This is an optimization exercise on Yosys and OpenROAD, whose aim is small area, not a production implementation.
RTL that was checked went through simulation tests only; none was proved equivalent to the original.
The clock port is modelled as an ideal driver, which makes a skipped or thinned clock tree look cheaper than it is; a real chip needs a root buffer or a tree.
Power is estimated from default activity; no workload was simulated.

==> flow/design.v (excerpt) <==
module dhtdec (
    input  wire        clk,
    input  wire        rst,         
    input  wire        variant,     
    input  wire        pin_i,       
    output wire        pin_o,
    output wire        pin_oe,
    output wire        pin_pu,
    input  wire        cmd_valid,
    input  wire [3:0]  cmd_op,
    output wire [1:0]  cmd_ack,
    output wire        rsp_valid,
    output wire [63:0] rsp_data,
    output wire        done_valid,
    output wire [2:0]  done_code,
    output wire        busy
);
For scale: ~150 flip-flops, roughly 84 I/O pins.
clock: 10.0 ns
lec_check: 0
cap_margin: 20
core_margin: 2
core_utilization: 40
place_density: 0.6
slew_margin: 20
synth_hierarchical: 1
standard.sh (not shown) runs the stock make flow with config.mk's settings and CLKGATE_MAP_FILE= SYNTH_SCRIPT=/design/flow/synth_recipe.tcl, a recipe that flattens the netlist after the stock synthesis.
==> flow/flow/run.sh <==
#!/bin/bash
# Own layout flow: the standard ORFS flow (standard.sh, unchanged
# synthesis), with small port buffers and a clock tree of small buffers.
set -euo pipefail
export BUFFER_PORTS_ARGS="-buffer_cell sky130_fd_sc_hd__buf_1"
export CTS_ARGS="-sink_clustering_enable -repair_clock_nets -dont_use_dummy_load -buf_list {sky130_fd_sc_hd__clkbuf_8} -root_buf sky130_fd_sc_hd__clkbuf_8 -sink_clustering_size 20"
bash standard.sh > standard.log 2>&1
Edit:
--- a/flow/design.v
+++ b/flow/design.v
@@ -127,22 +127,20 @@
     reg [3:0]  phase;
     reg [14:0] tmr;
     reg [5:0]  bitidx;
     reg [31:0] bits;
     reg        mism;
     reg [2:0]  last_result;
     reg [39:0] last_frame;
     reg [21:0] last_ok_time;
     reg        last_ok_valid;
     reg [21:0] now;
-    wire [21:0] now_inc;
-    wire [5:0]  idx_inc;
     genvar i;
     wire idle   = (phase == 4'd0);
     wire ph1    = (phase == 4'd1);
     wire ph2    = (phase == 4'd2);
     wire ph3    = (phase == 4'd3);
     wire ph4    = (phase == 4'd4);
     wire ph5    = (phase == 4'd5);
     wire ph6    = (phase == 4'd6);
     wire ph7    = (phase == 4'd7);
     wire ph8    = (phase == 4'd8);
@@ -172,23 +170,23 @@
                     (ph9 & t_50);
     wire timed    = ph1 | ph2 | ph3 | ph8;
     wire adv_t    = timed & hit;
     wire fail     = is_wait & !exit_w & hit;
     wire last_bit = bitidx[5] & bitidx[2] & bitidx[1] & bitidx[0];    
     wire sample   = ph8 & hit;
     wire [7:0] sum;
     dht_sum4 u_sum (.b0(bits[31:24]), .b1(bits[23:16]), .b2(bits[15:8]), .b3(bits[7:0]), .sum(sum));
     wire exp_bit = sum[~bitidx[2:0]];
     wire bad_bit = pin_i ^ exp_bit;
-    wire lt_next;
-    dht_rate u_rate (.now(now_inc), .last(last_ok_time), .lt(lt_next));
-    reg  rate_limited;
+    wire lt;
+    dht_rate u_rate (.now(now), .last(last_ok_time), .lt(lt));
+    wire rate_limited = last_ok_valid & lt;
     wire        cv       = cmd_valid & !rst;
     wire        read_cmd = cmd_valid & (cmd_op == 4'd1);
     wire        start    = read_cmd & idle & !rate_limited;
     wire        cmd_done = cv & (cmd_op == 4'd1) & idle & rate_limited;
     wire        csum_ok  = !mism;
     wire        seq_done = fail | ph10;
     wire        commit   = ph10 & csum_ok;
     wire [2:0]  seq_code = ph10 ? (csum_ok ? 3'd0 : 3'd5) :
                            ph4 ? 3'd1 : ph5 ? 3'd2 : ph6 ? 3'd3 : 3'd4;
     reg [3:0] phase_n;
@@ -198,50 +196,50 @@
             if (start) phase_n = 4'd1;
         end else if (seq_done) begin
             phase_n = 4'd0;
         end else if (adv_t) begin
             phase_n = phase + 4'd1;
         end else if (exit_w) begin
             if (ph9) phase_n = last_bit ? 4'd10 : 4'd7;
             else     phase_n = phase + 4'd1;
         end
     end
+    wire [21:0] now_inc;
+    wire [5:0]  idx_inc;
     dht_inc #(.W(22)) u_ninc (.q(now), .y(now_inc));
     dht_inc #(.W(6))  u_iinc (.q(bitidx), .y(idx_inc));
     always @(posedge clk) begin
         if (idle | adv_t | exit_w) tmr <= 15'd0;
         else                       tmr <= {tmr[13:0], !(tmr[14] ^ tmr[13])};
         if (sample & !bitidx[5]) bits <= {bits[30:0], pin_i};
         if (sample & bitidx[5])  mism <= bad_bit | (mism & (bitidx[2:0] != 3'd0));
         if (commit) begin
             last_frame   <= {bits, sum};
             last_ok_time <= now;
         end
         if (rst) begin
             phase         <= 4'd0;
             bitidx        <= 6'd0;
             last_result   <= 3'd0;
             last_ok_valid <= 1'b0;
-            rate_limited  <= 1'b0;
             now           <= 22'd0;
         end else begin
             now   <= now_inc;
             phase <= phase_n;
             if (seq_done)
                 bitidx <= 6'd0;
             else if (ph9 & exit_w & !last_bit)
                 bitidx <= idx_inc;
             if (seq_done)
                 last_result <= seq_code;
             if (commit)
                 last_ok_valid <= 1'b1;
-            rate_limited <= commit | (last_ok_valid & lt_next);
         end
     end
     wire ok      = cv & !cmd_op[3];
     wire s_res   = ok & (cmd_op[2:0] == 3'd2);
     wire s_hum   = ok & (cmd_op[2:0] == 3'd3) & last_ok_valid;
     wire s_temp  = ok & (cmd_op[2:0] == 3'd4) & last_ok_valid;
     wire s_frame = ok & (cmd_op[2:0] == 3'd5) & last_ok_valid;
     wire s_time  = ok & (cmd_op[2:0] == 3'd6) & last_ok_valid;
     wire s_stat  = ok & (cmd_op[2:0] == 3'd7);
     wire [7:0]  x10_in = cmd_op[0] ? last_frame[39:32] : last_frame[23:16];
What happened: This time the run completed and failed the layout checks on negative setup slack; core utilization goes up by 1.4 points; sequential cell count went down by 1; worst hold slack improved by 14 ps; cell area went up by 4.3%; power rose by 0.91%; worst setup slack gets worse by 1400 ps; combinational power increases by 20%; via count is higher by 6.3%.
Function not checked in the second run of this note: the RTL went through the layout flow alone.


Another version of the RTL of dhtdec (not shown whole).
Size: about 150 flip-flops, roughly 84 I/O pins, roughly 7800 um^2 of cells after synthesis.
==> module dhtdec, before the edit <==
module dhtdec (
    input  wire        clk,
    input  wire        rst,         
    input  wire        variant,     
    input  wire        pin_i,       
    output wire        pin_o,
    output wire        pin_oe,
    output wire        pin_pu,
    input  wire        cmd_valid,
    input  wire [3:0]  cmd_op,
    output wire [1:0]  cmd_ack,
    output wire        rsp_valid,
    output wire [63:0] rsp_data,
    output wire        done_valid,
    output wire [2:0]  done_code,
    output wire        busy
);
    localparam [6:0] TP = 7'b0101010;
    localparam [6:0] T0 = 7'b0111011;
    reg [3:0]  phase;
    reg [6:0]  tq;
    reg [7:0]  thi;
    reg [31:0] bits;
    reg [7:0]  acc;
    reg        mism;
    reg [2:0]  last_result;
    reg [39:0] last_frame;
    reg [21:0] last_ok_time;
    reg        last_ok_valid;
    reg        rate_limited;
    reg [21:0] now;
    wire [6:0] t = tq ^ TP;
    wire [5:0] bitidx = thi[5:0];      
    wire idle   = (phase == 4'd0);
    wire ph1    = (phase == 4'd1);
    wire ph2    = (phase == 4'd2);
    wire ph3    = (phase == 4'd3);
    wire ph4    = (phase == 4'd4);
    wire ph5    = (phase == 4'd5);
    wire ph6    = (phase == 4'd6);
    wire ph7    = (phase == 4'd7);
    wire ph8    = (phase == 4'd8);
    wire ph9    = (phase == 4'd9);
    wire ph10   = (phase == 4'd10);
    wire t_29  = t[0] & t[3] & !t[4] & t[5] & !t[6];
    wire t_39  = !t[0] & !t[2] & !t[4];
    wire t_40  = t[0] & !t[3] & !t[5];
    wire t_100 = !t[0] & !t[1] & !t[2] & !t[3] & !t[5] & !t[6];
    wire t_75  = !t[1] & !t[2] & !t[4] & !t[6];
    wire t_50  = !t[2] & t[3] & !t[4] & !t[6];
    wire t_92  = !t[0] & !t[1] & !t[4] & !t[5] & !t[6];
    wire t_94  = !t[0] & !t[1] & !t[2] & !t[3] & !t[6];
    wire wrap  = (t == 7'b0011101);                  
    wire t_low11 = thi[7] & thi[3] & thi[2] & thi[0] & t_92;
    wire t_low22 = thi[3] & thi[2] & thi[1] & thi[0] & t_94;
    wire hit_low  = variant ? t_low22 : t_low11;
    wire is_wait  = ph4 | ph5 | ph6 | ph7 | ph9;
    wire wait_lvl = ph4 | ph6 | ph9;
    wire exit_w   = is_wait & (pin_i != wait_lvl);
    wire hit      = ph1 |
                    (ph2 & hit_low) |
                    (ph3 & t_29) |
                    (ph4 & t_40) |
                    ((ph5 | ph6) & t_100) |
                    (ph7 & t_75) |
                    (ph8 & t_39) |
                    (ph9 & t_50);
    wire timed    = ph1 | ph2 | ph3 | ph8;
    wire adv_t    = timed & hit;
    wire fail     = is_wait & !exit_w & hit;
    wire last_bit = bitidx[5] & bitidx[2] & bitidx[1] & bitidx[0];    
    wire sample   = ph8 & hit;
    wire       rot = ph8 & bitidx[5] & (bitidx[2:0] == 3'd0) & !t[1] & !t[6];
    wire [2:0] pop;
    dht_pop4 u_pop (.t({bits[31], bits[23], bits[15], bits[7]}), .n(pop));
    wire [2:0] acc_n = rot ? pop : {2'b00, acc[7]};
    wire [7:0] acc_next;
    dht_horner u_hor (.acc(acc), .n(acc_n), .y(acc_next));
    wire bad_bit = pin_i ^ acc[7];
    wire [21:0] nnow_inc;                           
    dht_ninc #(.W(22)) u_ninc (.q(now), .ny(nnow_inc));
    wire lt_next;
    dht_rate u_rate (.nnow(nnow_inc), .last(last_ok_time), .lt(lt_next));
    wire        cv       = cmd_valid & !rst;
    wire        read_cmd = cmd_valid & (cmd_op == 4'd1);
    wire        start    = read_cmd & idle & !rate_limited;
    wire        cmd_done = cv & (cmd_op == 4'd1) & idle & rate_limited;
    wire        csum_ok  = !mism;
    wire        seq_done = fail | ph10;
    wire        commit   = ph10 & csum_ok;
    wire [2:0]  seq_code = ph10 ? (csum_ok ? 3'd0 : 3'd5) :
                           ph4 ? 3'd1 : ph5 ? 3'd2 : ph6 ? 3'd3 : 3'd4;
    reg [3:0] phase_n;
    always @(*) begin
        case (phase)
            4'd0:    phase_n = start ? 4'd1 : 4'd0;
            4'd1:    phase_n = 4'd2;
            4'd2:    phase_n = hit ? 4'd3 : 4'd2;
            4'd3:    phase_n = hit ? 4'd4 : 4'd3;
            4'd4:    phase_n = exit_w ? 4'd5 : hit ? 4'd0 : 4'd4;
            4'd5:    phase_n = exit_w ? 4'd6 : hit ? 4'd0 : 4'd5;
            4'd6:    phase_n = exit_w ? 4'd7 : hit ? 4'd0 : 4'd6;
            4'd7:    phase_n = exit_w ? 4'd8 : hit ? 4'd0 : 4'd7;
            4'd8:    phase_n = hit ? 4'd9 : 4'd8;
            4'd9:    phase_n = exit_w ? (last_bit ? 4'd10 : 4'd7) : hit ? 4'd0 : 4'd9;
            default: phase_n = 4'd0;
        endcase
    end
    wire [7:0] thi_next;
    dht_incc #(.W(8)) u_hinc (.q(thi), .ci((ph2 & wrap) | (ph9 & exit_w & !last_bit)), .y(thi_next));
    wire [6:0] t_n = (idle | adv_t | exit_w) ? T0 : {t[5:0], t[0] ^ t[6]};
    always @(posedge clk) begin
        tq <= t_n ^ TP;
        if ((sample & !bitidx[5]) | rot) bits <= {bits[30:0], rot ? bits[31] : pin_i};
        if (rot | (sample & bitidx[5]))  acc <= acc_next;
        if (sample & bitidx[5])  mism <= bad_bit | (mism & (bitidx[2:0] != 3'd0));
        if (commit) begin
            last_frame   <= {bits[7:0], bits[31:8], acc};
            last_ok_time <= now;
        end
        if (rst) begin
            phase         <= 4'd0;
            thi           <= 8'd0;
            last_result   <= 3'd0;
            last_ok_valid <= 1'b0;
            rate_limited  <= 1'b0;
            now           <= 22'd0;
        end else begin
            now    <= ~nnow_inc;
            phase  <= phase_n;
            thi    <= (seq_done | (ph2 & hit)) ? 8'd0 : thi_next;
            if (seq_done)
                last_result <= seq_code;
            if (commit)
                last_ok_valid <= 1'b1;
            rate_limited <= commit | (last_ok_valid & lt_next);
        end
    end
    dht_rsp u_rsp (.cv(cv), .cmd_op(cmd_op), .variant(variant), .last_ok_valid(last_ok_valid),
                   .last_result(last_result), .last_frame(last_frame), .last_ok_time(last_ok_time),
                   .status_image({bitidx & {6{!ph2}}, phase, variant, last_ok_valid, !idle}),
                   .rsp_valid(rsp_valid), .rsp_data(rsp_data));
    assign cmd_ack = !cv ? 2'd0 :
                     cmd_op[3] ? 2'd3 :
                     ((cmd_op[2:0] == 3'd1) & !idle) ? 2'd2 : 2'd1;
    assign done_valid = !rst & (seq_done | cmd_done);
    assign done_code  = rst ? 3'd0 : seq_done ? seq_code : cmd_done ? last_result : 3'd0;
    assign pin_oe = ph1 | ph2 | ph3;
    assign pin_o  = !ph2;
    assign pin_pu = 1'b1;
    assign busy   = !idle;
endmodule
Settings: LEC_CHECK=0, CAP_MARGIN=20, CORE_MARGIN=2, CORE_UTILIZATION=55, PLACE_DENSITY=0.75, SLEW_MARGIN=20, SYNTH_HIERARCHICAL=1; clock period 10.0 ns.
==> flow/flow/run.sh <==
#!/bin/bash
# Own layout flow: the standard ORFS flow (standard.sh, with its
# standard synthesis), with these changes:
#  - ports get the smallest buffer (buf_1) instead of ORFS's pick;
#  - before clock tree synthesis, combinational cells are set to their
#    smallest size (the later timing repair sizes up where needed);
#  - the clock tree is built by flow/my_cts.tcl (one root buffer and
#    CTS_NLEAF leaf buffers over location clusters of the flip-flops) in
#    place of TritonCTS, and flow/post_cts.tcl strengthens any leaf buffer
#    whose flip-flops would see a clock slew above CTS_SLEW_TARGET (ns).
# The output of the whole flow goes to standard.log here; each ORFS step
# also keeps its own log under orfs/logs/.
set -euo pipefail
export BUFFER_PORTS_ARGS="-buffer_cell sky130_fd_sc_hd__buf_1"
export PRE_CTS_TCL="$PWD/flow/my_cts.tcl"
export POST_CTS_TCL="$PWD/flow/post_cts.tcl"
export CTS_NLEAF=8
export CTS_LEAFBUF=sky130_fd_sc_hd__clkbuf_8
export CTS_ROOTBUF=sky130_fd_sc_hd__clkbuf_16
export CTS_SLEW_TARGET=0.118
bash standard.sh > standard.log 2>&1
Other scripts of this flow, unchanged in this note and not shown: flow/flow/my_cts.tcl, flow/flow/post_cts.tcl
Then changed:
--- a/flow/design.v
+++ b/flow/design.v
@@ -255,10 +255,9 @@
     output wire        done_valid,
     output wire [2:0]  done_code,
     output wire        busy
 );
-    localparam [6:0] TP = 7'b0101010;
-    localparam [6:0] T0 = 7'b0111011;
+    localparam [6:0] TP = 7'b1010101 ^ 7'b1111111;
     reg [3:0]  phase;
     reg [6:0]  tq;
     reg [7:0]  thi;
     reg [31:0] bits;
@@ -282,17 +281,17 @@
     wire ph7    = (phase == 4'd7);
     wire ph8    = (phase == 4'd8);
     wire ph9    = (phase == 4'd9);
     wire ph10   = (phase == 4'd10);
-    wire t_29  = t[0] & t[3] & !t[4] & t[5] & !t[6];
-    wire t_39  = !t[0] & !t[2] & !t[4];
-    wire t_40  = t[0] & !t[3] & !t[5];
-    wire t_100 = !t[0] & !t[1] & !t[2] & !t[3] & !t[5] & !t[6];
-    wire t_75  = !t[1] & !t[2] & !t[4] & !t[6];
-    wire t_50  = !t[2] & t[3] & !t[4] & !t[6];
-    wire t_92  = !t[0] & !t[1] & !t[4] & !t[5] & !t[6];
-    wire t_94  = !t[0] & !t[1] & !t[2] & !t[3] & !t[6];
-    wire wrap  = (t == 7'b0011101);                  
+    wire t_29  = !t[1] & !t[4] & t[5];
+    wire t_39  = !t[1] & !t[2] & t[3] & !t[4];
+    wire t_40  = !t[2] & !t[3] & t[4] & !t[5];
+    wire t_100 = !t[0] & t[1] & t[2] & !t[3] & t[4] & !t[5] & !t[6];
+    wire t_75  = t[0] & !t[1] & !t[2] & t[3] & !t[5];
+    wire t_50  = !t[0] & t[1] & !t[3] & t[4];
+    wire t_92  = t[0] & t[1] & !t[2] & !t[3] & t[4] & !t[6];
+    wire t_94  = !t[0] & t[1] & t[2] & !t[4] & !t[5] & t[6];
+    wire wrap  = (t == 7'b1000000);                  
     wire t_low11 = thi[7] & thi[3] & thi[2] & thi[0] & t_92;
     wire t_low22 = thi[3] & thi[2] & thi[1] & thi[0] & t_94;
     wire hit_low  = variant ? t_low22 : t_low11;
     wire is_wait  = ph4 | ph5 | ph6 | ph7 | ph9;
@@ -310,9 +309,9 @@
     wire adv_t    = timed & hit;
     wire fail     = is_wait & !exit_w & hit;
     wire last_bit = bitidx[5] & bitidx[2] & bitidx[1] & bitidx[0];    
     wire sample   = ph8 & hit;
-    wire       rot = ph8 & bitidx[5] & (bitidx[2:0] == 3'd0) & !t[1] & !t[6];
+    wire       rot = ph8 & bitidx[5] & (bitidx[2:0] == 3'd0) & !t[0] & t[1];
     wire [2:0] pop;
     dht_pop4 u_pop (.t({bits[31], bits[23], bits[15], bits[7]}), .n(pop));
     wire [2:0] acc_n = rot ? pop : {2'b00, acc[7]};
     wire [7:0] acc_next;
@@ -348,9 +347,9 @@
         endcase
     end
     wire [7:0] thi_next;
     dht_incc #(.W(8)) u_hinc (.q(thi), .ci((ph2 & wrap) | (ph9 & exit_w & !last_bit)), .y(thi_next));
-    wire [6:0] t_n = (idle | adv_t | exit_w) ? T0 : {t[5:0], t[0] ^ t[6]};
+    wire [6:0] t_n = (idle | adv_t | exit_w) ? 7'd0 : {t[5:0], !(t[6] ^ t[5])};
     always @(posedge clk) begin
         tq <= t_n ^ TP;
         if ((sample & !bitidx[5]) | rot) bits <= {bits[30:0], rot ? bits[31] : pin_i};
         if (rot | (sample & bitidx[5]))  acc <= acc_next;
Outcome: Global-route usage is higher by 2.3 points; worst hold slack improved by 6.6 ps; sequential share of layout area is higher by 0.18 points; design area is lower by 0.36%; wire length is higher by about 8%; synthesized cell count is higher by about 0.6%; worst setup slack got worse by 48 ps; clock power is lower by about 4%; die area is lower by about 1.2%; utilization is about the same.
No run of this note takes its clock network from TritonCTS; it comes from the design's own scripts or RTL.

-- static timing again, ports no longer ideal --
The results above use ideal ports. As a check the final layouts listed here were re-extracted and re-timed, cells and wires unchanged. Step 1: set_driving_cell puts a clkbuf_16 on clk and a buf_2 on each other input, an assumption about the parent block. Step 2, shift: input delay + t, output delay - t, t = (earliest + latest rising clock arrival at the registers) / 2. This alone moves slack from input paths to output paths. a / b / c = ideal ports / drivers / drivers and shift; a / b = the first two.
run	t, ns	slack for setup (ns)	slew at the worst register clock pin (ns)	worst data-port slew with drivers (ns)
the first run of note 1	0.473	0.908 / 0.908 / 0.908	0.09 / 0.09	0.04
the second run of note 1	0.467	-0.525 / -0.564 / -0.097	0.09 / 0.09	0.03
the first run of note 2	0.393	1.383 / 1.383 / 1.383	0.12 / 0.12	0.03
the second run of note 2	0.399	1.335 / 1.335 / 1.335	0.12 / 0.12	0.05
